This design comes from an exercise in tuning for small area, a short achievable clock period and few clock cycles on the open sky130 flow, not from production work.
Function was checked by simulation only, so behaviour that the tests miss may differ from the original.
No activity file was given, so power comes from the tool's default toggle rates.

<file path="design/flow/config.mk">
export PLATFORM = sky130hd
export DESIGN_NAME = oss_framer
export DESIGN_NICKNAME = oss_framer
export VERILOG_FILES = /design/flow/design.v
export SDC_FILE = /design/flow/constraint.sdc
export NUM_CORES = 4
export LEC_CHECK = 0
export ABC_AREA = 1
export CAP_MARGIN = 20
export CORE_MARGIN = 2
export CORE_UTILIZATION = 55
export PLACE_DENSITY = 0.65
export SLEW_MARGIN = 20
export SYNTH_HIERARCHICAL = 1
export TNS_END_PERCENT = 5
</file>
<file path="design/flow/constraint.sdc">
create_clock -name core_clock -period 16.0 [get_ports {clk}]
set_input_delay 3.2000 -clock core_clock [delete_from_list [all_inputs] [get_ports {clk}]]
set_output_delay 3.2000 -clock core_clock [all_outputs]
set_load 0.01 [all_outputs]
</file>
<file path="design/flow/design.v">
module oss_framer (
    input  wire        clk,
    input  wire        rst,
    input  wire        host_req,
    input  wire        host_we,
    input  wire [15:0] host_addr,
    input  wire [7:0]  host_wdata,
    output wire        host_ack,
    output reg  [7:0]  host_rdata,
    input  wire        rx_valid,
    input  wire [7:0]  rx_data,
    input  wire        rdy_in,
    output wire        tx_valid,
    output wire [7:0]  tx_data
);
    localparam [7:0] PREFIX0    = 8'hAA;
    localparam [7:0] PREFIX1    = 8'h55;
    localparam [7:0] FC_STANDBY = 8'h02;
    localparam [7:0] FC_UNKNOWN = 8'hFF;
    localparam [2:0] E_NONE     = 3'b000;
    localparam [2:0] E_CHECKSUM = 3'b001;
    localparam [2:0] E_HEADER   = 3'b010;
    localparam [2:0] E_TIMEOUT  = 3'b011;
    localparam [2:0] E_BADLEN   = 3'b100;
    localparam [2:0] E_ILLEGAL  = 3'b101;
    reg [7:0]  arg_fc, arg_uc, arg_l, arg_avg, arg_ae;
    reg [15:0] arg_r, arg_it;
    reg [1:0]  arg_flags;
    reg [2:0]  err;
    reg [3:0]  fcur;        
    reg [3:0]  fb_hw;       
    reg [7:0]  fsum;        
    reg        ffilled, rdy_flag, ok, fetch_due, drained;
    reg [7:0]  hfc, huc;
    reg        built;       
    reg        lvalid;      
    reg        aw;          
    reg [4:0]  last_l;      
    reg [6:0]  ret_size;    
    reg [6:0]  rx_cnt;      
    reg [6:0]  ret_hw;      
    reg [7:0]  cs_acc;
    reg [7:0]  rs;          
    reg        rs_ok;
    reg        rdy_q;
    reg        sending;
    reg        bak_eq;
    reg        scan;
    reg [5:0]  cnt;         
    reg [127:0] cmd;
    reg [127:32] bak;       
    reg [79:8]  fb;         
    reg [511:0] ret;
    wire [15:0] a = host_addr;
    wire [7:0]  wd = host_wdata;
    wire a_op   = (a == 16'h0000);
    wire busy   = sending | scan;
    wire wr     = host_req & host_we & ~busy;
    wire w_op   = wr & a_op;
    wire w_reg  = wr & (a[15:5] == 11'd0);
    wire w_cmd  = wr & (a[15:4] == 12'h010);
    wire op_init  = w_op & (wd == 8'h01);
    wire op_build = w_op & (wd == 8'h02);
    wire op_pay   = w_op & (wd == 8'h03);
    wire op_xmit  = w_op & (wd == 8'h04);
    wire op_val   = w_op & (wd == 8'h05);
    wire op_rest  = w_op & (wd == 8'h06);
    wire op_sb    = w_op & (wd == 8'h07);
    wire op_retc  = w_op & (wd == 8'h08);
    wire op_rdyc  = w_op & (wd == 8'h09);
    wire op_poll  = w_op & (wd == 8'h0A);
    wire op_drain = w_op & (wd == 8'h0B);
    wire op_csclr = w_op & (wd == 8'h0C);
    wire ll_nz    = (last_l != 5'd0);
    wire [6:0] r7     = arg_r[6:0];
    wire [7:0] last_fc  = lvalid ? hfc : FC_UNKNOWN;
    wire [7:0] last_uc  = lvalid ? huc : 8'h00;
    wire [7:0] async_fc = aw ? hfc : FC_UNKNOWN;
    wire [31:0] bak_hdr = built ? {huc, hfc, PREFIX1, PREFIX0} : 32'd0;
    wire [127:0] bak_x  = {bak, bak_hdr};
    wire r_ok    = (arg_r[15:7] == 9'd0) && (r7 >= 7'd5) && (r7 <= 7'd64);
    wire rx_ge   = (rx_cnt >= r7);
    wire hdr_ok  = (ret[7:0] == PREFIX0) && (ret[15:8] == PREFIX1) &&
                   (ret[23:16] == last_fc) && (ret[31:24] == last_uc);
    wire fast_ok = rs_ok && (rx_cnt == r7);
    wire need_scan = r_ok && rx_ge && hdr_ok && !fast_ok;
    wire req_op    = host_req & host_we & a_op;
    wire xmit_go   = req_op & (wd == 8'h04) & ll_nz;
    wire scan_go   = req_op & (wd == 8'h05) & need_scan;
    wire [3:0] ll_m1 = last_l[3:0] - 4'd1;
    wire [5:0] r_m1  = r7[5:0] - 6'd1;
    wire tx_last   = (cnt[3:0] == ll_m1);
    wire scan_last = (cnt == r_m1);
    assign host_ack = host_req & (sending ? tx_last :
                                  scan    ? scan_last :
                                            ~(xmit_go | scan_go));
    assign tx_valid = sending | xmit_go;
    wire [5:0] ridx   = a[5:0] | cnt;      
    wire [7:0] ret_rd;
    oss_framer_mux64 u_ret_rd (.d(ret), .sel(ridx), .q(ret_rd));
    wire [14:4] bmask;
    genvar bi;
    generate
        for (bi = 4; bi < 15; bi = bi + 1) begin : g_bm
            assign bmask[bi] = (arg_l[7:4] != 4'd0) || (arg_l[3:0] > bi + 1);
        end
    endgenerate
    wire [7:0] m4  = cmd[39:32]   & {8{bmask[4]}};
    wire [7:0] m5  = cmd[47:40]   & {8{bmask[5]}};
    wire [7:0] m6  = cmd[55:48]   & {8{bmask[6]}};
    wire [7:0] m7  = cmd[63:56]   & {8{bmask[7]}};
    wire [7:0] m8  = cmd[71:64]   & {8{bmask[8]}};
    wire [7:0] m9  = cmd[79:72]   & {8{bmask[9]}};
    wire [7:0] m10 = cmd[87:80]   & {8{bmask[10]}};
    wire [7:0] m11 = cmd[95:88]   & {8{bmask[11]}};
    wire [7:0] m12 = cmd[103:96]  & {8{bmask[12]}};
    wire [7:0] m13 = cmd[111:104] & {8{bmask[13]}};
    wire [7:0] m14 = cmd[119:112] & {8{bmask[14]}};
    wire [7:0] bsum = 8'hFE + arg_fc + arg_uc + m4 + m5 + m6 + m7 + m8 + m9 +
                      m10 + m11 + m12 + m13 + m14;
    wire [7:0] build_chk = ~bsum;
    wire       l_ok = (arg_l >= 8'd5) && (arg_l <= 8'd16);
    wire [3:0] l_m1 = arg_l[3:0] - 4'd1;
    wire [7:0] status = { (async_fc != FC_UNKNOWN),
                          (ret_size != 7'd0),
                          (cs_acc == 8'd0),
                          drained, fetch_due, ok, rdy_flag, ffilled };
    wire [7:0] fb_rd = (a[3:0] == 4'd0) ? PREFIX0 :
                       (a[3:0] == 4'd1) ? fb[15:8]  :
                       (a[3:0] == 4'd2) ? fb[23:16] :
                       (a[3:0] == 4'd3) ? fb[31:24] :
                       (a[3:0] == 4'd4) ? fb[39:32] :
                       (a[3:0] == 4'd5) ? fb[47:40] :
                       (a[3:0] == 4'd6) ? fb[55:48] :
                       (a[3:0] == 4'd7) ? fb[63:56] :
                       (a[3:0] == 4'd8) ? fb[71:64] :
                                          fb[79:72];
    reg [7:0] reg_rd;
    always @(*) begin
        case (a[4:0])
            5'h01: reg_rd = status;
            5'h02: reg_rd = {3'd0, err[2], 2'd0, err[1:0]};
            5'h03: reg_rd = arg_fc;
            5'h04: reg_rd = arg_uc;
            5'h05: reg_rd = arg_l;
            5'h06: reg_rd = arg_r[7:0];
            5'h07: reg_rd = arg_r[15:8];
            5'h08: reg_rd = {6'd0, arg_flags};
            5'h09: reg_rd = arg_it[7:0];
            5'h0A: reg_rd = arg_it[15:8];
            5'h0B: reg_rd = arg_avg;
            5'h0C: reg_rd = arg_ae;
            5'h0E: reg_rd = {4'd0, fcur};
            5'h0F: reg_rd = async_fc;
            5'h10: reg_rd = last_fc;
            5'h11: reg_rd = last_uc;
            5'h12: reg_rd = {3'd0, last_l};
            5'h13: reg_rd = {1'b0, ret_size};
            5'h15: reg_rd = {1'b0, rx_cnt};
            5'h18: reg_rd = cs_acc;
            5'h19: reg_rd = 8'd0 - cs_acc;
            default: reg_rd = 8'h00;
        endcase
    end
    wire in_reg = (a[15:5] == 11'd0);
    wire in_cmd = (a[15:4] == 12'h010);
    wire in_fb  = (a[15:4] == 12'h020) && ({3'd0, a[3:0]} < fb_hw);
    wire in_ret = (a[15:6] == 10'h010) && ({1'b0, a[5:0]} < ret_hw);
    wire [3:0]  cidx = a[3:0] | cnt[3:0];
    wire [7:0] cmd_rd = cmd[cidx*8 +: 8];
    assign tx_data = cmd_rd;
    always @(*) begin
        host_rdata = ({8{in_reg}} & reg_rd) | ({8{in_cmd}} & cmd_rd) |
                     ({8{in_fb}}  & fb_rd)  | ({8{in_ret}} & ret_rd);
    end
    wire w_fwd   = wr & (a == 16'h000D);
    wire f_take  = w_fwd & ~ffilled & ~(fcur == 4'd0 && wd != PREFIX0);
    wire fb2_lng = (fb[23:16] == 8'h05) || (fb[23:16] == 8'h07);
    wire wd_len5 = (wd >= 8'h01) && (wd <= 8'h04);
    wire wd_lng  = (wd == 8'h05) || (wd == 8'h07);
    wire [7:0] fsum_n = fsum + wd;
    wire f_restart = ((fcur == 4'd1) && (wd != PREFIX1)) ||
                     ((fcur == 4'd2) && !(wd_len5 || wd_lng));
    wire f_done    = ((fcur == 4'd4) && !fb2_lng) ||
                     ((fcur == 4'd9) &&  fb2_lng);
    wire rx_take  = rx_valid & ~rx_cnt[6];
    wire drain_go = op_drain & ffilled;
    wire cmd_mod  = w_cmd | op_pay | drain_go;
    wire [7:0] rs_sum = rs + (scan ? ret_rd : rx_data);
    integer k;
    genvar gi;
    generate
        for (gi = 0; gi < 64; gi = gi + 1) begin : g_ret
            wire we = rx_take & (rx_cnt[5:0] == gi);
            if (gi < 5) begin : g_sb
                reg [7:0] sbv;
                always @(*) begin
                    case (gi)
                        0: sbv = PREFIX0;
                        1: sbv = PREFIX1;
                        2: sbv = FC_STANDBY;
                        3: sbv = arg_uc;
                        default: sbv = ~arg_uc;    
                    endcase
                end
                always @(posedge clk)
                    if (we | op_sb)
                        ret[gi*8 +: 8] <= op_sb ? sbv : rx_data;
            end else begin : g_rx
                always @(posedge clk)
                    if (we)
                        ret[gi*8 +: 8] <= rx_data;
            end
        end
        for (gi = 1; gi < 10; gi = gi + 1) begin : g_fb
            always @(posedge clk)
                if (f_take && fcur == gi)
                    fb[gi*8 +: 8] <= wd;
        end
    endgenerate
    wire build_go = op_build & l_ok;
    wire rest_go  = op_rest & ~bak_eq;
    wire [127:0] fbx = {48'd0, fb[79:8], PREFIX0};
    wire [127:0] pay_x = {56'd0, arg_ae, arg_avg, arg_it[15:8], arg_it[7:0], 32'd0};
    wire [7:0] wbus = build_go ? build_chk : wd;
    generate
        for (gi = 0; gi < 16; gi = gi + 1) begin : g_cmd
            wire s_w = w_cmd & (a[3:0] == gi);
            wire s_h = build_go & (gi < 4);
            wire s_c = build_go & (gi >= 4) & (l_m1 == gi);
            wire s_p = op_pay & (gi >= 4) & (gi <= 8);
            wire s_d = drain_go & ((gi < 5) | ((gi < 10) & fb2_lng));
            wire en  = rst | s_w | s_h | s_c | s_p | rest_go | s_d;
            wire [7:0] hv = (gi == 0) ? PREFIX0 : (gi == 1) ? PREFIX1 :
                            (gi == 2) ? arg_fc  : arg_uc;
            wire [7:0] pv = pay_x[gi*8 +: 8];
            wire [7:0] dv = fbx[gi*8 +: 8];
            wire [7:0] nv = ({8{s_w | s_c}} & wbus) | ({8{s_h}} & hv) |
                            ({8{s_p}} & pv) | ({8{rest_go}} & bak_x[gi*8 +: 8]) |
                            ({8{s_d}} & dv);
            always @(posedge clk)
                if (en)
                    cmd[gi*8 +: 8] <= rst ? 8'h00 : nv;
        end
    endgenerate
    wire bak_en = bak_eq & cmd_mod;
    always @(posedge clk)
        if (build_go) begin
            hfc <= arg_fc;
            huc <= arg_uc;
        end
    always @(posedge clk)
        if (bak_en)
            bak <= cmd[127:32];
    always @(posedge clk) begin
        if (rst) begin
            arg_fc    <= 8'd0;
            arg_uc    <= 8'd0;
            arg_l     <= 8'd0;
            arg_r     <= 16'd0;
            arg_flags <= 2'd0;
            arg_it    <= 16'd0;
            arg_avg   <= 8'd0;
            arg_ae    <= 8'd0;
            err       <= E_NONE;
            fcur      <= 4'd0;
            fb_hw     <= 4'd0;
            fsum      <= 8'd0;
            ffilled   <= 1'b0;
            rdy_flag  <= 1'b0;
            ok        <= 1'b0;
            fetch_due <= 1'b0;
            drained   <= 1'b0;
            built     <= 1'b0;
            lvalid    <= 1'b0;
            aw        <= 1'b0;
            last_l    <= 5'd0;
            ret_size  <= 7'd0;
            rx_cnt    <= 7'd0;
            ret_hw    <= 7'd0;
            cs_acc    <= 8'd0;
            rs        <= 8'd0;
            rs_ok     <= 1'b1;
            rdy_q     <= 1'b0;
            sending   <= 1'b0;
            cnt       <= 6'd0;
            bak_eq    <= 1'b1;
            scan      <= 1'b0;
        end else begin
            rdy_q <= rdy_in;
            if (rx_take) begin
                rx_cnt <= rx_cnt + 7'd1;
                rs     <= rs_sum;
                if (rx_cnt == ret_hw)
                    ret_hw <= ret_hw + 7'd1;
            end
            if (rdy_in && !rdy_q)
                rdy_flag <= 1'b1;
            if (sending) begin
                if (tx_last) begin
                    sending <= 1'b0;
                    cnt     <= 6'd0;
                end else begin
                    cnt     <= cnt + 6'd1;
                end
            end
            if (scan) begin
                rs <= rs_sum;
                if (scan_last) begin
                    scan <= 1'b0;
                    cnt  <= 6'd0;
                    if (rs_sum == 8'd0) begin
                        err <= E_NONE; ok <= 1'b1;
                        ret_size <= arg_flags[1] ? 7'd0 : r7;
                    end else begin
                        err <= E_CHECKSUM; ok <= 1'b0; ret_size <= 7'd0;
                    end
                end else begin
                    cnt  <= cnt + 6'd1;
                end
            end
            if (bak_eq && cmd_mod)
                bak_eq <= 1'b0;
            if (w_reg) begin
                case (a[4:0])
                    5'h03: arg_fc        <= wd;
                    5'h04: arg_uc        <= wd;
                    5'h05: arg_l         <= wd;
                    5'h06: arg_r[7:0]    <= wd;
                    5'h07: arg_r[15:8]   <= wd;
                    5'h08: arg_flags     <= wd[1:0];
                    5'h09: arg_it[7:0]   <= wd;
                    5'h0A: arg_it[15:8]  <= wd;
                    5'h0B: arg_avg       <= wd;
                    5'h0C: arg_ae        <= wd;
                    5'h17: cs_acc        <= cs_acc + wd;
                    default: ;
                endcase
            end
            if (f_take) begin
                if (fcur == fb_hw)
                    fb_hw <= fb_hw + 4'd1;
                if (f_restart) begin
                    fcur <= 4'd0;
                    fsum <= 8'd0;
                end else if (f_done) begin
                    fcur <= 4'd0;
                    fsum <= 8'd0;
                    if (fsum_n == 8'd0)
                        ffilled <= 1'b1;
                end else begin
                    fcur <= fcur + 4'd1;
                    fsum <= fsum_n;
                end
            end
            if (w_op) begin
                err <= E_NONE;
                if (wd >= 8'h0D)
                    err <= E_ILLEGAL;
            end
            if (op_init) begin
                arg_fc    <= 8'd0;
                arg_uc    <= 8'd0;
                arg_l     <= 8'd0;
                arg_r     <= 16'd0;
                arg_flags <= 2'd0;
                arg_it    <= 16'd0;
                arg_avg   <= 8'd0;
                arg_ae    <= 8'd0;
                fcur      <= 4'd0;
                fsum      <= 8'd0;
                ffilled   <= 1'b0;
                rdy_flag  <= 1'b0;
                ok        <= 1'b0;
                fetch_due <= 1'b0;
                drained   <= 1'b0;
                lvalid    <= 1'b0;
                aw        <= 1'b0;
                last_l    <= 5'd0;
                ret_size  <= 7'd0;
                rx_cnt    <= 7'd0;
                rs        <= 8'd0;
                rs_ok     <= 1'b1;
                cs_acc    <= 8'd0;
            end
            if (op_build) begin
                if (!l_ok) begin
                    err <= E_BADLEN;
                end else begin
                    aw       <= arg_flags[0];
                    built    <= 1'b1;
                    lvalid   <= 1'b1;
                    rdy_flag <= 1'b0;
                    last_l   <= arg_l[4:0];
                    bak_eq   <= 1'b1;
                end
            end
            if (op_xmit) begin
                if (!ll_nz) begin
                    err <= E_BADLEN;
                end else begin
                    rx_cnt   <= 7'd0;
                    rs       <= 8'd0;
                    rs_ok    <= 1'b1;
                    ret_size <= 7'd0;
                    ok       <= 1'b0;
                    sending  <= 1'b1;
                    cnt      <= 6'd1;
                end
            end
            if (op_val) begin
                if (!r_ok) begin
                    err <= E_BADLEN;  ok <= 1'b0; ret_size <= 7'd0;
                end else if (!rx_ge) begin
                    err <= E_TIMEOUT; ok <= 1'b0; ret_size <= 7'd0;
                end else if (!hdr_ok) begin
                    err <= E_HEADER;  ok <= 1'b0; ret_size <= 7'd0;
                end else if (!fast_ok) begin
                    scan  <= 1'b1;
                    cnt   <= 6'd0;
                    rs    <= 8'd0;
                    rs_ok <= 1'b0;
                end else if (rs != 8'd0) begin
                    err <= E_CHECKSUM; ok <= 1'b0; ret_size <= 7'd0;
                end else begin
                    ok <= 1'b1;
                    ret_size <= arg_flags[1] ? 7'd0 : r7;
                end
            end
            if (op_rest && !bak_eq) begin
                bak_eq <= 1'b1;
            end
            if (op_sb) begin
                if (ret_hw < 7'd5)
                    ret_hw <= 7'd5;
                if (rx_cnt != 7'd0)
                    rs_ok <= 1'b0;
                ret_size <= 7'd5;
                ok       <= 1'b1;
            end
            if (op_retc)
                ret_size <= 7'd0;
            if (op_rdyc)
                rdy_flag <= 1'b0;
            if (op_poll) begin
                if (rdy_flag && (async_fc == 8'h05 || async_fc == 8'h07)) begin
                    arg_fc    <= (async_fc == 8'h05) ? 8'h06 : 8'h08;
                    arg_uc    <= last_uc;
                    arg_flags <= 2'd0;
                    fetch_due <= 1'b1;
                end else begin
                    fetch_due <= 1'b0;
                end
            end
            if (op_drain) begin
                if (ffilled) begin
                    ffilled <= 1'b0;
                    arg_fc  <= fb[23:16];
                    arg_uc  <= fb[31:24];
                    arg_l   <= fb2_lng ? 8'd10 : 8'd5;
                    drained <= 1'b1;
                end else begin
                    drained <= 1'b0;
                end
            end
            if (op_csclr)
                cs_acc <= 8'd0;
        end
    end
endmodule
module oss_framer_mux64 (
    input  wire [511:0] d,
    input  wire [5:0]   sel,
    output wire [7:0]   q
);
    assign q = d[sel*8 +: 8];
endmodule
</file>
<file path="design/flow/flow/run.sh">
#!/bin/bash
set -euo pipefail
export SETUP_SLACK_MARGIN=7.6
export BUFFER_PORTS_ARGS="-buffer_cell sky130_fd_sc_hd__buf_4"
export CTS_ARGS="-sink_clustering_enable -repair_clock_nets -dont_use_dummy_load -buf_list sky130_fd_sc_hd__clkbuf_16 -sink_clustering_size 24 -sink_clustering_max_diameter 80"
bash standard.sh > standard_flow.log 2>&1
</file>
<file path="design/flow/standard.sh">
#!/bin/bash
# synth_recipe.tcl (not shown) runs the flow's synth.tcl, then flattens the netlist and writes it again
# the make line also repeats each setting of config.mk as NAME=value (left out here)
make -C /OpenROAD-flow-scripts/flow DESIGN_CONFIG=/design/flow/config.mk WORK_HOME=/design/flow/orfs CLKGATE_MAP_FILE= SYNTH_SCRIPT=/design/flow/synth_recipe.tcl "${@:-finish}"
</file>
==> results of run 1 <==
==> Yosys stat by module (local to each module, per instance) <==
module            copies in the design  flops+latches  cells
oss_framer                           1            978   4130
oss_framer_mux64                     1              0   1195
==> worst max-delay path: stages <==
cell,delay (ns)
buf_12,0.12
buf_12,0.12
nor2_4,0.28
clkinv_1,0.22
buf_4,0.36
nand2_1,0.16
nand3_1,0.17
nand3_2,0.18
nand2_2,0.14
a21oi_2,0.17
nand2_2,0.14
buf_4,0.17
==> logic make-up (layout without fill, tap and decap cells) <==
family / Yosys count / in the layout
AND/OR/NAND/NOR: 2686 / 2686
flip-flops: 978 / 978
AO/OA/AOI/OAI: 744 / 744
buffers and inverters: 722 / 726
adder cells (fa/ha/maj): 140 / 140
XOR/XNOR: 55 / 55
other: 0 / 2
==> final timing paths <==
check | from | endpoint | slack [ns]
max | host_addr[3] | host_rdata[1] | 7.32
min | arg_ae[7] | arg_ae[7] | 0.47
max reg2reg | arg_l[1] | cmd[29] | 8.80
min reg2reg | arg_ae[7] | arg_ae[7] | 0.47
==> repair_timing <==
| item | in CTS | in global routing |
|---|---|---|
| setup buffers | 40 | 13 |
| cloned | 27 | 4 |
| pin swaps | 35 | 17 |
| endpoints found under the setup margin | 27 | 17 |
| resized for setup | 217 | 53 |
==> power groups by stage <==
stage	sequential, W	clock [W]	combinational, W
6_report	0.00279	0.00137	0.000453
5_1_grt	0.00279	0.00146	0.000475
4_1_cts	0.00279	0.00137	0.000429
3_5_place_dp	0.00285	0	0.000365
3_3_place_gp	0.00285	0	0.000363
2_1_floorplan	0.00284	0	0.000214
==> state kept, by name (all words and copies together) (netlist names), 16 cells and up <==
register	flops
ret	512
cmd	128
bak	96
fb	72
arg_it	16
arg_r	16
==> synth_stat cells (6+ instances only) <==
cell / count / area share
a31oi_1: 10 / 0.0013
a22oi_1: 46 / 0.0070
inv_1: 461 / 0.035
nor4_1: 25 / 0.0032
nor3_1: 48 / 0.0049
buf_1: 11 / 0.00083
nand3_2: 6 / 0.0012
nand2_1: 1532 / 0.12
xor2_1: 43 / 0.0076
nand3_1: 608 / 0.061
fa_1: 71 / 0.029
nand4_1: 43 / 0.0054
a22o_1: 18 / 0.0032
o2111ai_1: 20 / 0.0035
or2_2: 14 / 0.0018
nand2_2: 6 / 0.00076
inv_2: 18 / 0.0014
clkbuf_1: 92 / 0.0070
o22ai_1: 40 / 0.0051
a221oi_1: 11 / 0.0019
xnor2_1: 12 / 0.0021
o221ai_1: 18 / 0.0032
buf_2: 89 / 0.0090
a211oi_1: 15 / 0.0023
ha_1: 69 / 0.017
a21oi_1: 277 / 0.028
o211ai_1: 36 / 0.0055
nor2_1: 356 / 0.027
nand3b_1: 9 / 0.0014
nor2_2: 17 / 0.0021
edfxtp_1: 824 / 0.50
o21ai_0: 209 / 0.021
buf_4: 21 / 0.0032
buf_6: 22 / 0.0050
dfxtp_1: 154 / 0.062
o21ai_2: 13 / 0.0023
==> layout make-up <==
class                           count  area [sq um]  share of cell area
Antenna cell                        2          5.00           0.0000926
Timing Repair Buffer              181          2210              0.0409
Clock buffer                       51          1280              0.0236
Inverter                          485          1960              0.0363
Tap cell                         1176          1470              0.0272
Timing Repair inverter              9          88.8             0.00164
Sequential cell                   978         27800               0.515
Multi-Input combinational cell   3625         19200               0.355
==> metrics by stage <==
step / cells / total power, W / area, sq um / hold slack (ns) / setup WS, ns
final: 6507 / 0.00461 / 54000 / 0.469 / 7.32
after global routing: 6505 / 0.00472 / 54000 / 0.482 / 7.30
after CTS: 6488 / 0.00459 / 53600 / 0.467 / 7.38
after detailed placement: 6370 / 0.00321 / 50600 / 0.438 / 5.29
after global placement: 6370 / 0.00321 / 50600 / 0.432 / 5.34
after floorplan: 5325 / 0.00305 / 49500 / 0.421 / 7.71
==> per-layer routing <==
metal	vias to the layer above	share of wire	track usage	wire [microns]
met5	-	0.00019	0	36
met4	6	0.071	0.233	13100
met3	538	0.099	0.0602	18300
met2	2532	0.46	0.617	84200
met1	19800	0.37	0.522	69200
li1	18200	-	-	-
==> impl_results.md, run 1 <==
* Max transition margin at 0.219
* Worst EP required at around 13 ns
* Critical Path Start Type: primary input
* Root Buffer: clkbuf_16
* Net Switching at 0.00115 W
* Antenna violations before repair at 5
* Gr ovfl total at 0
* Critical Path Sink Type: primary output
* First-pass GRT wire length at 266000 microns
* Sequential Power Share at 0.605
* Synth Area in Compound Gates at 0.0896
* Boundary pin count at 56
* Die Y at just over 300 microns
* Max VDD drop at between 0.1 and 0.15 mV
* Clock group share of total power at 0.297
* Syn nets at 5503
* Synth Area in XOR/XNOR at 0.00973
* Largest family of logic cells by synthesized area: simple AND/OR/NAND/NOR gates
* Setup TNS at 0 ns
* Clk sinks at between 900 and 1000
* Vias in the first global route at 38600
* Via density at 6.30
* Outcome: no timing/DRC/antenna violations
* # rows at 110
* Fin util at 0.603
* Logic pwr share at 0.098
* Fillers at 7728
* Synth unique cells at 65
* # setup viols final at 0
* RSZ-0062 raised after global routing: yes
* Initial drt markers at 5685
* Synth Instances at 5325
* Share of cells above drive strength 1 at 0.0859
* Max_cap viols at 0
* Vias at 41000
* Average wire per standard cell at 28.4 microns
* Initial Util at 0.552
* Worst Tran Pin Value at between 1 and 1.5 ns
* Worst r2r path cells at 24
* DRC at 0
* Min Tclk post-route at ~8.7 ns
* Worst skew pair latency at 0.69 ns
* Num CTS Buffers at 51
* # hold bufs at CTS at 0
* Avg Inst Size Synth at 9.30 sq um
* Hold WC Path Type: reg2reg
* Pin count of the biggest net entering global routing at 84
* Remaining antenna violation count at 0
* Fin. max-slew vios at 0
* Most frequent cells in the layout: 1489 x nand2_1, 824 x edfxtp_1, 584 x nand3_1
* RD Place Congestion at 1.03
* DIE AREA at around 0.092 sq mm
* Area Growth Syn to Fin at 9.18%
* IO Port Bufs at 55
* CP max FO at 40
* P_leak at about 20 nW
* Main synth FF type: edfxtp_1
* Post-synthesis sequential area ratio at 0.562
* Clock slew at reported path FFs at approximately 0.090 ns
* Final hold viol count at 0
* FF+latch count, synth at ~1000
* Mapped Area at 0.0495 sq mm
* Max Freq at 115 MHz
* H-Tree Level Count at 2
* Post-synthesis simple-gate area fraction at 0.230
* Hold path depth at 2
* Final wirelength at around 180000 microns
* Synth Area in Adders at 0.0462
* GRT Overall Usage at 0.394
* Final period util at 0.543
* Int Power at 0.00346 W
* Post-synth EDFFs at 824
* First-pass detailed-route iteration total at 8
* Ys Warns at 7
* Pwr Density at 85.3 mW/mm^2
* Die Span X at 304 microns
* DP Wirelength at 123000 microns
* Clk_skew at 0.0773 ns
* Most common cell after layout, fill and taps aside: nand2_1
* Post-synthesis mux area share at 0
* Max clock buf depth at 3
* Nets@finish at between 5000 and 6000
* Critical path data arrival time at 5.48 ns
* CTS tree: built
* Asr flop ratio synth at 0
* Core area at 0.0896 sq mm
* Sw Share at 0.249
* Kind of critical path: in2out
Testbench counts, summed over its fixed seeds: cycles 375,187.
==> run 2, diff against run 1 <==
--- a/design/flow/design.v
+++ b/design/flow/design.v
@@ -98,5 +98,6 @@
     wire [5:0] ridx   = a[5:0] | cnt;      
     wire [7:0] ret_rd;
-    oss_framer_mux64 u_ret_rd (.d(ret), .sel(ridx), .q(ret_rd));
+    wire [63:0] ridx_oh = 64'd1 << ridx;    
+    oss_framer_mux64 u_ret_rd (.d(ret), .sel(ridx_oh), .q(ret_rd));
     wire [14:4] bmask;
     genvar bi;
@@ -471,7 +472,12 @@
 module oss_framer_mux64 (
     input  wire [511:0] d,
-    input  wire [5:0]   sel,
-    output wire [7:0]   q
+    input  wire [63:0]  sel,
+    output reg  [7:0]   q
 );
-    assign q = d[sel*8 +: 8];
+    integer i;
+    always @(*) begin
+        q = 8'h00;
+        for (i = 0; i < 64; i = i + 1)
+            q = q | ({8{sel[i]}} & d[i*8 +: 8]);
+    end
 endmodule
==> design/flow/flow/run.sh (replaced) <==
#!/bin/bash
set -euo pipefail
export SETUP_SLACK_MARGIN=7.6
export CTS_ARGS="-sink_clustering_enable -repair_clock_nets -dont_use_dummy_load -buf_list sky130_fd_sc_hd__clkbuf_16 -sink_clustering_size 24 -sink_clustering_max_diameter 80"
bash standard.sh > standard_flow.log 2>&1
--- a/design/flow/config.mk
+++ b/design/flow/config.mk
@@ -6,5 +6,5 @@
 export NUM_CORES = 4
 export LEC_CHECK = 0
-export ABC_AREA = 1
+export ABC_AREA = 0
 export CAP_MARGIN = 20
 export CORE_MARGIN = 2
==> run 2 against run 1 <==
Total power down 2.3%. Clock-buffer cell count up 1. Sequential share of layout area increased by 3.2 points. Utilization grew 0.74 points. Wire length down 9.3%. Synthesized cell count shrank 31%. Maximum frequency shrank 7.9%. Die area fell by 6.8%. Largest power group unchanged.
==> impl_results.md, run 2 <==
* GRT Overall Usage at 0.386 (-0.00786)
* Biggest register: ret
* Max clock buf depth at 3 (unchanged)
* Critical Path Start Type: primary input
* P_leak at 16.7 nW (-18%)
* Synth Area in Adders at 0.0496 (+0.00341)
* Remaining antenna violation count at 0 (unchanged)
* CTS tree: built
* Most numerous cell in the Yosys netlist: edfxtp_1
* Avg Inst Size Synth at 12.6 sq um (+35%)
* CP max FO at 19 (-53%)
* Initial drt markers at 5434 (-4.4%)
* Most frequent cells in the layout: 824 x edfxtp_1, 327 x nor2_1, 240 x nand2_1
* Largest family of logic cells by synthesized area: compound AO/OA/AOI/OAI gates
* Boundary pin count at 56 (unchanged)
* Synth Area in Compound Gates at 0.148 (+0.0579)
* # hold bufs at CTS at 0 (unchanged)
* Most common cell after layout, fill and taps aside: edfxtp_1
* Max_cap viols at 0 (unchanged)
* CP Cell Sequence: buf_12, buf_16, nand2b_1, nor2_2, a22oi_1, a21oi_1, a211oi_1, a31oi_1, a221oi_1, nand3_2, clkdlybuf4s15_1
* Initial Util at 0.553 (+0.000923)
* Min Tclk post-route at 9.43 ns (+0.746 ns)
* DRC at 0 (unchanged)
* # setup viols final at 0 (unchanged)
* Max Freq at 106 MHz (-7.9%)
* Top cell type's share of synthesized area at 0.537 (+0.0370)
* Post-synthesis mux area share at 0.0373 (+0.0373)
* Max VDD drop at 0.0886 mV (-25%)
* Num CTS Buffers at 52 (+2.0%)
* Synth area leader: edfxtp_1
* Setup TNS at 0 ns (unchanged)
* Nets@finish at 3864 (-30%)
* Asr flop ratio synth at 0 (unchanged)
* Die Y at 293 microns (-3.5%)
* Post-synthesis sequential area ratio at 0.604 (+0.0416)
* Vias in the first global route at 32600 (-15%)
* Syn nets at 3848 (-30%)
* Main synth FF type: edfxtp_1
* Final wirelength at 168000 microns (-9.3%)
* Clk_skew at 0.105 ns (+0.0274 ns)
* Fin. max-slew vios at 0 (unchanged)
* Share of cells above drive strength 1 at 0.145 (+0.0593)
* Max transition margin at 0.166 (-0.0535)
* Pin count of the biggest net entering global routing at 69 (-18%)
* RSZ-0062 raised after global routing: yes
* Final period util at 0.589 (+0.0466)
* Antenna violations before repair at 3 (-2)
* CP bufs+invs at 3 (-2)
* DIE AREA at 0.0861 sq mm (-6.8%)
* Slowest stage delay, CP at 0.43 ns (+0.07 ns)
* Vias at 34000 (-17%)
* Synth Instances at 3670 (-31%)
* Top delay family on crit path: compound AO/OA/AOI/OAI gates
* Final Hold Slack at 0.480 ns (+0.0110 ns)
* CP max-delay cell: nand2b_1
* Largest regs: ret (512), cmd (128), bak (96)
* Clock slew at reported path FFs at 0.09 ns (about the same)
* Number of flip-flops in the largest register at 512 (unchanged)
* Core area at 0.0833 sq mm (-7.0%)
* Worst EP required at 12.80 ns (about the same)
* Post-synth EDFFs at 824 (unchanged)
* Synth Area in XOR/XNOR at 0.0162 (+0.00645)
* RD Place Congestion at 1.04 (+1.4%)
* Synth unique cells at 96 (+48%)
* Post-synth top cells: 824 x edfxtp_1, 390 x nor2_1, 257 x nand2_1
* First-pass detailed-route iteration total at 10 (+2)
* Root Buffer: clkbuf_16
* Synth area leaders: edfxtp_1 54%, dfxtp_1 6.7%, nor2_1 3.2%, fa_1 3.1%, a22o_1 2.7%
* DP Wirelength at 117000 microns (-5.0%)
* IO Port Bufs at 55 (unchanged)
* Clk sinks at 978 (unchanged)
* Hold WC Path Type: reg2reg
* First-pass GRT wire length at 238000 microns (-11%)
* Via density at 7.13 (+13%)
* Average wire per standard cell at 35.2 microns (+24%)
* H-Tree Level Count at 2 (unchanged)
* Critical Path Sink Type: primary output
* Kind of critical path: in2out
* Gr ovfl total at 0 (unchanged)
* Worst Tran Pin Value at 1.25 ns (+0.0846 ns)
* Pwr Density at 88.6 mW/mm^2 (+3.8%)
* Outcome: no timing/DRC/antenna violations
* Worst skew pair latency at 0.69 ns (about the same)
* # rows at 106 (-3.6%)
* Die Span X at 293 microns (-3.5%)
* Area Growth Syn to Fin at 10.3%
* Final hold viol count at 0 (unchanged)
* Ys Warns at 8 (+1)
* FF+latch count, synth at 978 (unchanged)
* Critical path data arrival time at 6.23 ns (+0.75 ns)
* Post-synthesis simple-gate area fraction at 0.112 (-0.118)
* Mapped Area at 0.0461 sq mm (-6.9%)
[run 2: final timing paths]
| kind | startpoint | to | slack, ns | cells after the start |
|---|---|---|---|---|
| max | host_addr[0] | host_rdata[3] | 6.57 | 11 |
| min reg2reg | rs[0] | rs[0] | 0.48 | 2 |
| max reg2reg | arg_l[6] | cmd[79] | 7.48 | 23 |
| min | rs[0] | rs[0] | 0.48 | 2 |
[run 2: area by class of cell]
type / instances / area [sq um]
fillers: 6486 / 32400
inverters: 134 / 503
clock buffers: 52 / 1300
well taps: 1080 / 1350
flip-flops and latches: 978 / 27800
diodes: 2 / 5.00
multi-input cells: 2322 / 17800
repair buffers: 198 / 2030
[run 2: per-stage QoR]
stage                     utilization  area [sq um]  total power (W)  setup WS, ns  instances
after CTS                       0.608         50600          0.00450          6.68       4758
after detailed placement        0.570         47500          0.00313          4.95       4644
after global placement          0.570         47500          0.00312          4.96       4644
after global routing            0.611         50800          0.00460          6.60       4764
after floorplan                     -         46100          0.00298          6.13       3670
final                           0.611         50900          0.00451          6.57       4766
[run 2: logic make-up (layout without fill, tap and decap cells)]
logic type	count (synthesis)	after routing
mux	130	130
other cells	0	2
flops	978	978
xor+xnor	82	82
fa+ha+maj	140	140
buf+inv	370	384
simple gates	1079	1079
compound gates	891	891
[run 2: timing repair]
item | 4_1_cts | 5_1_grt
setup buffers | 48 | 6
endpoints found under the setup margin | 41 | 41
pin swaps | 63 | 14
gates cloned | 14 | 0
gates resized for setup | 285 | 33
[run 2: tightest hold or removal path: cells and delay by family (launching register included)]
family | cells | cell delay (ns)
flops | 1 | 0.34
simple gates | 1 | 0.06
compound gates | 1 | 0.05
[run 2: power by group]
part / internal, W / switching, W
logic: 0.000111 / 0.000228
clock network: 0.000577 / 0.000793
registers: 0.00277 / 0.0000243
[run 2: modules after synthesis (local to each module, per instance)]
module	flops+latches	area, sq um	cells inside	copies in the design
oss_framer_mux64	0	2920	360	1
oss_framer	978	43200	3310	1
[run 2: routing by layer]
metal,track usage,routed length [microns]
met2,0.606,76600
met5,0,42
met1,0.510,62700
met3,0.0638,16500
met4,0.225,11900
Testbench counts of run 2, summed over its fixed seeds: cycles 375,187.
==> run 3, diff against run 2 <==
==> design/flow/flow/run.sh (replaced) <==
#!/bin/bash
set -euo pipefail
export SETUP_SLACK_MARGIN=7.6
export BUFFER_PORTS_ARGS="-buffer_cell sky130_fd_sc_hd__buf_4"
export CTS_ARGS="-sink_clustering_enable -repair_clock_nets -dont_use_dummy_load -buf_list sky130_fd_sc_hd__clkbuf_16 -sink_clustering_size 24 -sink_clustering_max_diameter 80"
bash standard.sh > standard_flow.log 2>&1
==> run 3 against run 2 <==
Synthesized cell count did not move. Die area did not move. Largest cell class unchanged. Still clean. Area after synthesis did not move. Non-clock buffer count fell by 43. Clock skew fell by 0.049 ns. Worst hold slack improved by 0.00090 ns. Maximum frequency rose by 0.45%. Sequential share of layout area rose by 0.55 points. Wire length fell by 2.0%. Sequential cell count did not move. Cell count fell by 0.92%. Sequential power barely moved.
==> impl_results.md, run 3 <==
* Vias in the first global route at 32400 (-0.67%)
* Sw Share at 0.231 (-0.00122)
* CP max FO at 31 (+12)
* Most frequent cells in the layout: 824 x edfxtp_1, 327 x nor2_1, 241 x nand2_1
* Critical Path Start Type: primary input
* Nets@finish at 3821 (-1.1%)
* Most numerous cell in the Yosys netlist: edfxtp_1
* Synth area leaders: edfxtp_1 54%, dfxtp_1 6.7%, nor2_1 3.2%, fa_1 3.1%, a22o_1 2.7%
* Setup TNS at 0 ns (unchanged)
* Gr ovfl total at 0 (unchanged)
* Initial drt markers at 4539 (-16%)
* Pwr Density at 89.0 mW/mm^2 (+0.51%)
* Asr flop ratio synth at 0 (unchanged)
* Syn nets at 3848 (unchanged)
* Final Hold Slack at 0.481 ns (+0.000904 ns)
* Critical Path Sink Type: primary output
* Biggest register: ret
* DRC at 0 (unchanged)
* Ys Warns at 8 (unchanged)
* IO Port Bufs at 55 (unchanged)
* # setup viols final at 0 (unchanged)
* # hold bufs at CTS at 0 (unchanged)
* Final period util at 0.587 (-0.00261)
* Clk sinks at 978 (unchanged)
* First-pass detailed-route iteration total at 8 (-2)
* Outcome: no timing/DRC/antenna violations
* Avg Inst Size Synth at 12.6 sq um (unchanged)
* Max_cap viols at 0 (unchanged)
* First-pass GRT wire length at 232000 microns (-2.3%)
* Synth unique cells at 96 (unchanged)
* Post-synthesis sequential area ratio at 0.604 (unchanged)
* Worst skew pair latency at 0.66 ns (-0.03 ns)
* Boundary pin count at 56 (unchanged)
* Int Power at 0.00345 W (-0.34%)
* Antenna violations before repair at 1 (-2)
* Average wire per standard cell at 34.8 microns (-1.1%)
* Pin count of the biggest net entering global routing at 67 (-2.9%)
* Fin. max-slew vios at 0 (unchanged)
* Number of flip-flops in the largest register at 512 (unchanged)
* CTS tree: built
* Die Y at 293 microns (unchanged)
* Sequential Power Share at 0.624 (+0.003)
* Worst EP required at 12.80 ns (about the same)
* Fin util at 0.604 (-0.00611)
* RSZ-0062 raised after global routing: yes
* Final wirelength at 164000 microns (-2.0%)
* RD Place Congestion at 1.02 (-2.0%)
* P_leak at 16.4 nW (-1.5%)
* Hold WC Path Type: reg2reg
* Die Span X at 293 microns (unchanged)
* Area Growth Syn to Fin at 9.23%
* Post-synth EDFFs at 824 (unchanged)
* Top cell type's share of synthesized area at 0.537 (unchanged)
* DP Wirelength at 116000 microns (-0.76%)
* Via density at 7.08 (-0.71%)
* Remaining antenna violation count at 0 (unchanged)
* Synth area leader: edfxtp_1
* Root Buffer: clkbuf_16
* Clk_skew at 0.0560 ns (-0.0488 ns)
* Mapped Area at 0.0461 sq mm (unchanged)
* Kind of critical path: in2out
* Max Freq at 107 MHz (+0.45%)
* Num CTS Buffers at 52 (unchanged)
* Clock group share of total power at 0.305 (about the same)
* Most common cell after layout, fill and taps aside: edfxtp_1
* Main synth FF type: edfxtp_1
* Synth Instances at 3670 (unchanged)
* Logic pwr share at 0.072 (-0.003)
* Core area at 0.0833 sq mm (unchanged)
* Max clock buf depth at 3 (unchanged)
* Max transition margin at 0.163 (-0.00280)
* H-Tree Level Count at 2 (unchanged)
* Initial Util at 0.553 (unchanged)
* Non-Filler Instances at 4722 (-0.92%)
* Share of cells above drive strength 1 at 0.142 (-0.00323)
* # rows at 106 (unchanged)
* DIE AREA at 0.0861 sq mm (unchanged)
* Critical path data arrival time at 6.19 ns (-0.04 ns)
* GRT Overall Usage at 0.377 (-0.00893)
* Placed Cells at 4626 (-0.39%)
* Clock slew at reported path FFs at 0.10 ns (about the same)
* Max VDD drop at 0.116 mV (+30%)
* Min Tclk post-route at 9.39 ns (-0.0417 ns)
* Final hold viol count at 0 (unchanged)
* Worst Tran Pin Value at 1.26 ns (+0.00420 ns)
* Largest regs: ret (512), cmd (128), bak (96)
* FF+latch count, synth at 978 (unchanged)
* Net Switching at 0.00103 W (-1.0%)
* Post-synth top cells: 824 x edfxtp_1, 390 x nor2_1, 257 x nand2_1
* Vias at 33400 (-1.6%)
-- run 3: final timing paths --
path / startpoint / endpoint / slack [ns] / depth (start not counted)
max: host_addr[1] / host_rdata[0] / 6.61 / 10
min: built / built / 0.48 / 2
max reg2reg: arg_l[6] / cmd[63] / 7.38 / 24
min reg2reg: built / built / 0.48 / 2
-- run 3: per-layer routing --
layer / part of all wire / up-vias / GRT usage
met5: 0 / - / 0
met4: 0.062 / 0 / 0.200
met3: 0.094 / 478 / 0.0646
met2: 0.47 / 2138 / 0.608
met1: 0.37 / 16800 / 0.491
li1: - / 14000 / -
-- run 3: timing repair --
| item | 4_1_cts | 5_1_grt |
|---|---|---|
| pin swaps | 44 | 32 |
| resized for setup | 216 | 47 |
| endpoints found under the setup margin | 33 | 40 |
| gates cloned | 5 | 3 |
| setup buffers | 30 | 4 |
-- run 3: cells by family (layout without fill, tap and decap cells) --
logic type                 count (synthesis)  in the layout  synth area share
AOI/OAI and AO/OA                        891            891             0.148
xor gates and xnor gates                  82             82            0.0162
adders and majority gates                140            140            0.0496
buffers and inverters                    370            341            0.0336
DFF                                      978            978             0.604
muxes                                    130            130            0.0373
other                                      0              1                 0
and+or+nand+nor                         1079           1079             0.112
-- run 3: per-stage QoR --
stage          area, sq um  total power (W)  worst slack, ns
5_1_grt              50300          0.00458             6.66
3_5_place_dp         47300          0.00312             5.30
2_1_floorplan        46100          0.00298             6.13
4_1_cts              50000          0.00447             6.75
3_3_place_gp         47300          0.00312             5.30
6_report             50300          0.00448             6.61
-- run 3: power groups by stage --
stage / logic, W / clock network [W] / registers, W
2_1_floorplan: 0.000141 / 0 / 0.00284
3_3_place_gp: 0.000266 / 0 / 0.00285
3_5_place_dp: 0.000270 / 0 / 0.00285
4_1_cts: 0.000303 / 0.00137 / 0.00279
5_1_grt: 0.000331 / 0.00146 / 0.00280
6_report: 0.000321 / 0.00137 / 0.00280
-- run 3: critical path, stage by stage --
cell      delay (ns)
buf_12          0.21
nand2_1         0.39
nor3_1          0.83
a22o_1          0.23
a221oi_1        0.06
and4_1          0.28
a31oi_1         0.51
a221oi_4        0.07
o21ai_2         0.18
buf_4           0.18
-- run 3: final cells by class --
| cell class | count | area [sq um] |
|---|---|---|
| multi-input cells | 2322 | 17800 |
| flip-flops and latches | 978 | 27800 |
| clock buffers | 52 | 1300 |
| diodes | 1 | 2.50 |
| fillers | 6539 | 32900 |
| repair buffers | 155 | 1530 |
| well taps | 1080 | 1350 |
| inverters | 134 | 503 |
-- run 3: modules after synthesis, one instance, submodules excluded --
| module | times used | cells | flops+latches |
|---|---|---|---|
| oss_framer | 1 | 3310 | 978 |
| oss_framer_mux64 | 1 | 360 | 0 |

re-timing with driven ports:
Ports are ideal in the flow. The routed layouts listed here were re-timed in OpenROAD.
Step 1 (the two cells are an assumption about what drives the block):
set clk [get_ports {clk}]
set_driving_cell -lib_cell sky130_fd_sc_hd__clkbuf_16 $clk
set_driving_cell -lib_cell sky130_fd_sc_hd__buf_2 [delete_from_list [all_inputs] $clk]
Step 2 also shifts input and output timing later by t, the mid clock arrival at the registers, as if the neighbouring blocks saw the same clock.
Slacks: no drivers / after step 1 / after step 2; pairs: no drivers / after step 1.
run	shift t [ns]	setup slack, ns	clock arrival spread, ns
run 1	0.728	7.318 / 7.267 / 7.267	0.079 / 0.079
run 2	0.705	6.572 / 6.506 / 6.506	0.106 / 0.106
run 3	0.702	6.613 / 6.505 / 6.505	0.056 / 0.056
After both steps every run listed still meets setup and hold. For run 3, which loses most, drivers alone change the setup slack by -0.108 ns; drivers and shift together by -0.108 ns.
